Context: an optimization exercise on an open-source flow, tuned for a short achievable clock period and few clock cycles. The choices shown serve that exercise and are no tape-out recipe. Only simulation tests tie the RTL to the original design; equivalence was not proved. No activity file was given, so power comes from the tool's default toggle rates.

==> job 758 <==
// obc_unit
module obc_unit (
    input  wire        clk,
    input  wire        rst,
    input  wire        cmd_valid,
    output wire        cmd_ready,
    input  wire [63:0] cmd,
    output reg         resp_valid,
    output reg  [63:0] resp
);
    localparam CAPACITY = 8;
    localparam NENG     = 10;        
    localparam EW       = 4;         
    localparam QD       = 4;         
    localparam RFD      = 28;        
    localparam [7:0] PROTO_PROX_REPORT     = 8'd69;
    localparam [7:0] PROTO_PROX_REPORT_EXT = 8'd70;
    localparam [7:0] PROX_STRENGTH         = 8'd3;
    localparam [7:0] OP_NOP    = 8'h00;
    localparam [7:0] OP_PUTB   = 8'h01;
    localparam [7:0] OP_GETB   = 8'h02;
    localparam [7:0] OP_CRC    = 8'h10;
    localparam [7:0] OP_CHK    = 8'h11;
    localparam [7:0] OP_NORM   = 8'h20;
    localparam [7:0] OP_DEC    = 8'h30;
    localparam [7:0] OP_DISP   = 8'h40;
    localparam [7:0] OP_UPSERT = 8'h50;
    localparam [7:0] OP_RDSLOT = 8'h51;
    localparam [7:0] OP_RXPKT  = 8'h60;
    localparam [7:0] ST_OK          = 8'h00;
    localparam [7:0] ST_CRC_FAIL    = 8'h01;
    localparam [7:0] ST_CACHE_FULL  = 8'h02;
    localparam [7:0] ST_ERR_OPCODE  = 8'h80;
    localparam [7:0] ST_ERR_OPERAND = 8'h81;
    localparam [3:0] D_ERR  = 4'd0;
    localparam [3:0] D_NOP  = 4'd1;
    localparam [3:0] D_PUTB = 4'd2;
    localparam [3:0] D_GETB = 4'd3;
    localparam [3:0] D_CRC  = 4'd4;
    localparam [3:0] D_CHK  = 4'd5;
    localparam [3:0] D_NORM = 4'd6;
    localparam [3:0] D_DEC  = 4'd7;
    localparam [3:0] D_DISP = 4'd8;
    localparam [3:0] D_UPS  = 4'd9;
    localparam [3:0] D_RD   = 4'd10;
    localparam [3:0] D_RX   = 4'd11;
    localparam [2:0] K_RESP = 3'd0;
    localparam [2:0] K_FAIL = 3'd1;    
    localparam [2:0] K_EOPC = 3'd2;    
    localparam [2:0] K_EOPN = 3'd3;    
    localparam [2:0] K_RD   = 3'd4;    
    localparam [2:0] K_UPS  = 3'd5;    
    localparam [2:0] K_RX   = 3'd6;    
    integer i;
    reg [63:0] cmd_r;
    reg        cv_r;
    reg        rst_r;
    reg        ready_r;
    assign cmd_ready = ready_r;
    always @(posedge clk) begin
        cmd_r <= cmd;
        cv_r  <= cmd_valid & ready_r & ~rst;
        rst_r <= rst;
    end
    wire [7:0]  c_op = cmd_r[63:56];
    wire [7:0]  c_a  = cmd_r[55:48];
    wire [15:0] c_h  = cmd_r[47:32];
    wire [31:0] c_t  = cmd_r[31:0];
  ...
export LEC_CHECK = 0
export ABC_CLOCK_PERIOD_IN_PS = 2500
export CAP_MARGIN = 35
export CORE_MARGIN = 2
export CORE_UTILIZATION = 40
export SETUP_SLACK_MARGIN = 5
export SLEW_MARGIN = 35
export TNS_END_PERCENT = 100
create_clock -name core_clock -period 10.0 [get_ports {clk}]
standard.sh (not shown) runs the stock make flow with config.mk's settings and CLKGATE_MAP_FILE= SYNTH_SCRIPT=/design/flow/synth_recipe.tcl, a recipe that flattens the netlist after the stock synthesis.
==> flow/flow/run.sh <==
#!/bin/bash
set -uo pipefail
bash standard.sh synth > synth.log 2>&1 || exit 1
bash standard.sh SETUP_SLACK_MARGIN=6.4 MAX_REPAIR_ANTENNAS_ITER_DRT=12 finish > layout.log 2>&1 || exit 1
==> job 730 (differences from job 758) <==
--- a/flow/design.v
+++ b/flow/design.v
@@ -93,53 +93,46 @@
             default: key_of = KEY3;
         endcase
     endfunction
     reg [31:0] r0, r1, r2, r3;
     reg [6:0]  cnt;
     reg        run, ph;
     reg [31:0] a1, a2;
-    reg  [31:0] sum, t4;
+    reg  [31:0] sum, key;
     wire [6:0]  cnt_nx = cnt + 7'd1;
     wire [1:0]  p_nx   = ~cnt_nx[1:0];
     wire [31:0] sum_nx = sum_of(cnt_nx[6:2]);
-    wire [31:0] key_nx = key_of(p_nx ^ sum_nx[3:2]);
     wire [31:0] sum_0  = sum_of(5'd0);
-    wire [31:0] key_0  = key_of(2'd3 ^ sum_0[3:2]);
     wire [31:0] w_in [0:3];
     genvar g;
     generate
         for (g = 0; g < 4; g = g + 1) begin : g_in
             assign w_in[g] = start_rx ?
                 {pkt_in[32*g +: 8], pkt_in[32*g+8 +: 8], pkt_in[32*g+16 +: 8], pkt_in[32*g+24 +: 8]} :
                 pkt_in[32*g +: 32];
         end
     endgenerate
     wire [31:0] t1 = (r1 >> 5) ^ (r3 << 2);
     wire [31:0] t2 = (r3 >> 3) ^ (r1 << 4);
     wire [31:0] t3 = sum ^ r3;
+    wire [31:0] t4 = key ^ r1;
     wire [31:0] nv = r0 - (a1 ^ a2);
     wire [31:0] v_out [0:3];
     assign v_out[0] = r3;
     assign v_out[1] = r2;
     assign v_out[2] = r1;
     assign v_out[3] = r0;
     generate
         for (g = 0; g < 4; g = g + 1) begin : g_out
             assign res_pkt[32*g +: 32] = mode_rx ?
                 {v_out[g][7:0], v_out[g][15:8], v_out[g][23:16], v_out[g][31:24]} :
                 v_out[g];
         end
     endgenerate
     always @(posedge clk) begin
-        a1  <= t1 + t2;
-        a2  <= t3 + t4;
-        sum <= start ? sum_0 : sum_nx;
-        t4  <= start ? key_0 ^ w_in[2] : key_nx ^ r2;
-    end
-    always @(posedge clk) begin
         if (rst) begin
             busy <= 1'b0;
             done <= 1'b0;
             fin  <= 1'b0;
             run  <= 1'b0;
             ph   <= 1'b0;
         end else begin
@@ -151,23 +144,30 @@
                 ph      <= 1'b0;
                 mode_rx <= start_rx;
                 r0      <= w_in[3];
                 r1      <= w_in[2];
                 r2      <= w_in[1];
                 r3      <= w_in[0];
                 cnt     <= 7'd0;
+                sum     <= sum_0;
+                key     <= key_of(2'd3 ^ sum_0[3:2]);
             end else begin
                 if (run) begin
                     ph <= ~ph;
-                    if (ph) begin
+                    if (!ph) begin
+                        a1 <= t1 + t2;
+                        a2 <= t3 + t4;
+                    end else begin
                         r0  <= r1;
                         r1  <= r2;
                         r2  <= r3;
                         r3  <= nv;
                         cnt <= cnt_nx;
+                        sum <= sum_nx;
+                        key <= key_of(p_nx ^ sum_nx[3:2]);
                         if (cnt == 7'd75) begin
                             run  <= 1'b0;
                             done <= 1'b1;
                             fin  <= 1'b1;
                         end
                     end
                 end
@@ -249,18 +249,18 @@
     input  wire        cmd_valid,
     output wire        cmd_ready,
     input  wire [63:0] cmd,
     output reg         resp_valid,
     output reg  [63:0] resp
 );
     localparam CAPACITY = 8;
-    localparam NENG     = 10;        
+    localparam NENG     = 11;        
     localparam EW       = 4;         
-    localparam QD       = 4;         
-    localparam RFD      = 28;        
+    localparam QD       = 2;         
+    localparam RFD      = 32;        
     localparam [7:0] PROTO_PROX_REPORT     = 8'd69;
     localparam [7:0] PROTO_PROX_REPORT_EXT = 8'd70;
     localparam [7:0] PROX_STRENGTH         = 8'd3;
     localparam [7:0] OP_NOP    = 8'h00;
     localparam [7:0] OP_PUTB   = 8'h01;
     localparam [7:0] OP_GETB   = 8'h02;
     localparam [7:0] OP_CRC    = 8'h10;
@@ -284,32 +284,25 @@
     localparam [3:0] D_CHK  = 4'd5;
     localparam [3:0] D_NORM = 4'd6;
     localparam [3:0] D_DEC  = 4'd7;
     localparam [3:0] D_DISP = 4'd8;
     localparam [3:0] D_UPS  = 4'd9;
     localparam [3:0] D_RD   = 4'd10;
     localparam [3:0] D_RX   = 4'd11;
-    localparam [2:0] K_RESP = 3'd0;
-    localparam [2:0] K_FAIL = 3'd1;    
-    localparam [2:0] K_EOPC = 3'd2;    
-    localparam [2:0] K_EOPN = 3'd3;    
-    localparam [2:0] K_RD   = 3'd4;    
-    localparam [2:0] K_UPS  = 3'd5;    
-    localparam [2:0] K_RX   = 3'd6;    
+    localparam [1:0] K_RESP = 2'd0;    
+    localparam [1:0] K_RD   = 2'd1;    
+    localparam [1:0] K_UPS  = 2'd2;    
+    localparam [1:0] K_RX   = 2'd3;    
     integer i;
-    reg [63:0] cmd_r;
-    reg        cv_r;
     reg        rst_r;
     reg        ready_r;
     assign cmd_ready = ready_r;
-    always @(posedge clk) begin
-        cmd_r <= cmd;
-        cv_r  <= cmd_valid & ready_r & ~rst;
+    always @(posedge clk)
         rst_r <= rst;
-    end
+    wire [63:0] cmd_r = cmd;
     wire [7:0]  c_op = cmd_r[63:56];
     wire [7:0]  c_a  = cmd_r[55:48];
     wire [15:0] c_h  = cmd_r[47:32];
     wire [31:0] c_t  = cmd_r[31:0];
     wire a_zero = (c_a == 8'd0);
     wire h_zero = (c_h == 16'd0);
     wire t_zero = (c_t == 32'd0);
@@ -339,15 +332,15 @@
                           (c_op == OP_RDSLOT) || (c_op == OP_RXPKT);
     wire [3:0]  q_in_cls = c_ok ? c_cls : D_ERR;
     wire [63:0] q_in_cmd = c_ok ? cmd_r : {(c_known ? ST_ERR_OPERAND : ST_ERR_OPCODE), 56'd0};
     reg [3:0]  q_cls [0:QD-1];
     reg [63:0] q_cmd [0:QD-1];
     reg [2:0]  qc;
     wire       q_pop;
-    wire       q_push = cv_r;
+    wire       q_push = cmd_valid & ready_r & ~rst;
     wire       q_pop_e = q_pop & ~rst_r;
     wire [2:0] qc_e  = rst_r ? 3'd0 : qc;
     wire [2:0] qc_nx = qc_e + {2'd0, q_push} - {2'd0, q_pop_e};
     always @(posedge clk) begin
         for (i = 0; i < QD; i = i + 1) begin
             if (q_pop_e) begin
                 if (i == qc_e - 3'd1) begin
@@ -362,15 +355,15 @@
                 q_cmd[i] <= q_in_cmd;
             end
         end
         qc <= qc_nx;
         if (rst)
             ready_r <= 1'b1;
         else
-            ready_r <= (qc_nx <= QD - 2);
+            ready_r <= (qc_nx < QD);
     end
     reg [7:0]  pkt [0:15];
     reg [15:0] pend;               
     reg [EW-1:0] owner;
     reg [EW-1:0] ne;               
     wire [127:0] pkt_flat;
     genvar gi;
@@ -392,24 +385,24 @@
                 .release_eng(e_release[gi]),
                 .busy(e_busy[gi]), .done(e_done[gi]), .fin(e_fin[gi]), .mode_rx(e_mrx[gi]),
                 .res_pkt(e_res[gi])
             );
         end
     endgenerate
     reg [4:0]  rf_zc   [0:RFD-1];
-    reg [2:0]  rf_kind [0:RFD-1];
-    reg [55:0] rf_data [0:RFD-1];
+    reg [1:0]  rf_kind [0:RFD-1];
+    reg [63:0] rf_data [0:RFD-1];
     reg [5:0]  rfc;
     reg [4:0]  zacc;               
     wire       rf_empty = (rfc == 6'd0);
     reg        rf_full;            
     reg        stg_v;
     reg [4:0]  stg_zc;
-    reg [2:0]  stg_kind;
-    reg [55:0] stg_data;
+    reg [1:0]  stg_kind;
+    reg [63:0] stg_data;
     wire        dv    = (qc != 3'd0);
     wire [3:0]  d_cls = q_cls[0];
     wire [63:0] d_cmd = q_cmd[0];
     wire [7:0]  d_a   = d_cmd[55:48];
     wire [3:0]  d_h   = d_cmd[35:32];
     reg         no_pend;           
     reg         eng_free;          
@@ -425,75 +418,74 @@
     wire [7:0]  proto   = pkt[0];
     wire [15:0] oid     = {pkt[1], pkt[2]};
     wire [7:0]  trk_str = (proto == PROTO_PROX_REPORT || proto == PROTO_PROX_REPORT_EXT)
                           ? PROX_STRENGTH : pkt[4];
     reg         go;          
     reg         zero_resp;   
     reg         push_e;      
-    reg  [2:0]  push_kind;
-    reg  [55:0] push_data;
+    reg  [1:0]  push_kind;
+    reg  [63:0] push_data;
     reg         crc_start;
     reg         dispatch;
     always @(*) begin
         go        = 1'b0;
         zero_resp = 1'b0;
         push_e    = 1'b0;
         push_kind = K_RESP;
-        push_data = 56'd0;
+        push_data = 64'd0;
         crc_start = 1'b0;
         dispatch  = 1'b0;
         if (dv) begin
             case (d_cls)
                 D_ERR: begin
-                    push_e = 1'b1; push_kind = (d_cmd[63:56] == ST_ERR_OPERAND) ? K_EOPN : K_EOPC;
+                    push_e = 1'b1; push_data = d_cmd;
                 end
                 D_NOP, D_PUTB: begin
                     zero_resp = 1'b1;
                 end
                 D_GETB: begin
-                    push_e = no_pend; push_data = {pkt[d_h], 48'd0};
+                    push_e = no_pend; push_data = {ST_OK, pkt[d_h], 48'd0};
                 end
                 D_CRC, D_CHK: begin
                     crc_start = no_pend && !crc_run;
                     push_e    = crc_end;
                     if (d_cls == D_CRC)
-                        push_data = {8'd0, crc_acc, 32'd0};
-                    else begin
-                        push_kind = (crc_acc == pkt_k) ? K_RESP : K_FAIL;
-                        push_data = {8'd0, crc_acc, 16'd0, pkt_k};
-                    end
+                        push_data = {ST_OK, 8'd0, crc_acc, 32'd0};
+                    else
+                        push_data = {((crc_acc == pkt_k) ? ST_OK : ST_CRC_FAIL), 8'd0,
+                                     crc_acc, 16'd0, pkt_k};
                 end
                 D_NORM: begin
                     zero_resp = no_pend;
                 end
                 D_DEC: begin
                     dispatch  = no_pend && eng_free;
                     zero_resp = dispatch;
                 end
                 D_DISP: begin
-                    push_e = no_pend; push_data = {trk_str, oid, 24'd0, proto};
+                    push_e = no_pend; push_data = {ST_OK, trk_str, oid, 24'd0, proto};
                 end
                 D_UPS: begin
-                    push_e = 1'b1; push_kind = K_UPS; push_data = d_cmd[55:0];
+                    push_e = 1'b1; push_kind = K_UPS; push_data = d_cmd;
                 end
                 D_RD: begin
-                    push_e = 1'b1; push_kind = K_RD; push_data = d_cmd[55:0];
+                    push_e = 1'b1; push_kind = K_RD; push_data = d_cmd;
                 end
                 D_RX: begin
                     dispatch = no_pend && eng_free;
                     push_e   = dispatch; push_kind = K_RX;
-                    push_data = {{(24-EW){1'b0}}, ne, d_cmd[31:0]};
+                    push_data = {d_cmd[31:0], {(32-EW){1'b0}}, ne};
                 end
                 default: ;
             endcase
             if (zero_resp && zsat) begin
                 zero_resp = 1'b0;
                 push_e    = 1'b1;
                 push_kind = K_RESP;
-                push_data = 56'd0;
+                push_data = 64'd0;
             end
             if (push_e && rf_full) begin
                 push_e   = 1'b0;
                 dispatch = 1'b0;
                 zero_resp = 1'b0;
             end
             go = zero_resp || push_e;
@@ -563,17 +555,17 @@
             end
             if (dispatch)
                 owner <= ne;
             ne <= ne_nx;
         end
     end
     wire [4:0]  h_zc   = rf_zc[0];
-    wire [2:0]  h_kind = rf_kind[0];
-    wire [55:0] h_data = rf_data[0];
-    wire [EW-1:0] h_eng = h_data[32 +: EW];
+    wire [1:0]  h_kind = rf_kind[0];
+    wire [63:0] h_data = rf_data[0];
+    wire [EW-1:0] h_eng = h_data[EW-1:0];
     wire [2:0]  h_slot = h_data[34:32];
     reg [15:0] c_id   [0:CAPACITY-1];
     reg [7:0]  c_str  [0:CAPACITY-1];
     reg [31:0] c_tick [0:CAPACITY-1];
     reg          s_v, s_rx;
     reg  [127:0] s_pkt;
     reg  [15:0]  s_id;
@@ -586,19 +578,19 @@
     reg  [31:0] p_tick;
     wire h_cache = !rf_empty && (h_kind == K_UPS || h_kind == K_RX);
     wire h_ready = (h_kind == K_UPS) || e_done[h_eng];
     wire emit_hz   = !rf_empty && (h_zc != 5'd0);
     wire emit_zacc = rf_empty && (zacc != 5'd0);
     wire h_now     = !rf_empty && (h_zc == 5'd0);
     wire commit    = h_now && h_cache && p_v;
-    wire rf_pop    = h_now && (!h_kind[2] || h_kind == K_RD || commit);
+    wire rf_pop    = h_now && (h_kind == K_RESP || h_kind == K_RD || commit);
     wire cache_wr  = commit && p_found && p_wr && (!p_rx || p_crcok);
     wire [127:0] h_res   = e_res[h_eng];
     wire [7:0]   h_proto = h_res[7:0];
-    wire [31:0]  h_tick  = h_data[31:0];
+    wire [31:0]  h_tick  = (h_kind == K_RX) ? h_data[63:32] : h_data[31:0];
     wire [15:0]  s_c;
     obc_crc14 u_crc14 (.d(s_pkt[111:0]), .c(s_c));
     wire [15:0]  s_k     = {s_pkt[119:112], s_pkt[127:120]};
     wire [16*CAPACITY-1:0] ids_flat;
     wire [8*CAPACITY-1:0]  strs_flat;
     wire [32*CAPACITY-1:0] ticks_flat;
     generate
@@ -708,16 +700,16 @@
         end
         if (rst || rst_r)
             resp_valid <= 1'b0;
         else
             resp_valid <= emit_hz || emit_zacc || rf_pop;
         if (emit_hz || emit_zacc)
             resp <= 64'd0;
-        else if (!h_kind[2])
-            resp <= {h_kind[1], 6'd0, h_kind[0], h_data};
+        else if (h_kind == K_RESP)
+            resp <= h_data;
         else if (h_kind == K_RD)
             resp <= {ST_OK, c_str[h_slot], c_id[h_slot], c_tick[h_slot]};
         else if (p_rx) begin
             if (!p_crcok)
                 resp <= {ST_CRC_FAIL, 8'd0, p_c, 16'd0, p_k};
             else if (p_found)
                 resp <= {ST_OK, p_str, p_id, 29'd0, p_slot};
==> flow/flow/run.sh (replaced) <==
#!/bin/bash
set -uo pipefail
bash standard.sh synth > synth.log 2>&1 || exit 1
bash standard.sh SETUP_SLACK_MARGIN=6.3 finish > layout.log 2>&1 || exit 1
==> job 3968 (differences from job 758) <==
==> flow/flow/run.sh (replaced) <==
#!/bin/bash
set -uo pipefail
here=$(pwd)
bash standard.sh synth > synth.log 2>&1 || exit 1
bash standard.sh SETUP_SLACK_MARGIN=6.4 MAX_REPAIR_ANTENNAS_ITER_DRT=12 \
    POST_GLOBAL_ROUTE_TCL="$here/flow/antenna_grt.tcl" finish > layout.log 2>&1 || exit 1
==> flow/flow/antenna_grt.tcl (new file) <==
puts "Repair antennas with a ratio margin..."
repair_antennas -ratio_margin 40 -iterations 5
check_placement -verbose
check_antennas
==> qor summary <==
                                                                                               job 3968                   job 730      job 758
Result of the run                                                              finished with violations  finished with violations  no timing/DRC/antenna violations
Reasons for failing layout checks                       max-capacitance violations, max-slew violations        antenna violations            -
Synth-to-layout area growth                                                                       23.0%                     20.9%        22.5%
Max-Slew Margin vs Limit                                                                         -31.7%                     14.0%        13.6%
Timing endpoint of the critical path                                                         pkt[11][1]              q_cmd[0][56]    pkt[8][5]
Number of unique standard cell types used by synthesis                                              100                       109          100
Seq group                                                                                       31.3 mW                   34.8 mW      31.3 mW
Total number of placement rows                                                                      329                       348          329
Startpoint kind of the worst setup timing path                                                flip-flop             primary input    flip-flop
Clock period minus worst slack                                                                  4.51 ns                   4.41 ns      3.98 ns
#FFs+latches synth                                                                                 5908                      6259         5908
Post-placement setup slack                                                                      4.27 ns                   2.76 ns      4.27 ns
Length in cells of the worst reg-to-reg path                                                          9                         8            9
Quantity of I/O buffers inserted on ports                                                           127                       132          127
Sequential cell area in the final layout                                                    0.159 sq mm               0.182 sq mm  0.159 sq mm
Die span in y                                                                                    901 um                    953 um       901 um
Internal power summed over all cells                                                            53.8 mW                   59.9 mW      53.8 mW
Testbench counts of job 758, summed over its fixed seeds: cycles 8,184.
Testbench counts of job 730, summed over its fixed seeds: cycles 8,176.
Testbench counts of job 3968, summed over its fixed seeds: cycles 8,184.

## what the ideal ports hide
In the flow no input, the clock included, has a driving cell. The finished layouts below were timed again as built, in two steps. Step 1: set_driving_cell puts a clkbuf_16 on clk and a buf_2 on each other input, an assumption about the parent block. Step 2 also shifts input and output timing later by t, the mid clock arrival at the registers, as if the neighbouring blocks saw the same clock. Slacks: ideal ports / drivers / drivers and shift; pairs: ideal ports / drivers.
run	shift t [ns]	setup WS [ns]	worst setup path at the end	worst data-port slew with drivers (ns)	cell pins on the clock port's net
job 758	1.377	6.016 / 6.016 / 6.016	register to register	0.21	1
job 730	1.301	5.586 / 5.729 / 4.428	input to register	0.13	1
job 3968	1.373	5.488 / 5.488 / 5.488	register to register	0.20	1
The setup slack of job 730, which loses most, moves by +0.143 ns with the drivers and by -1.158 ns with both steps.
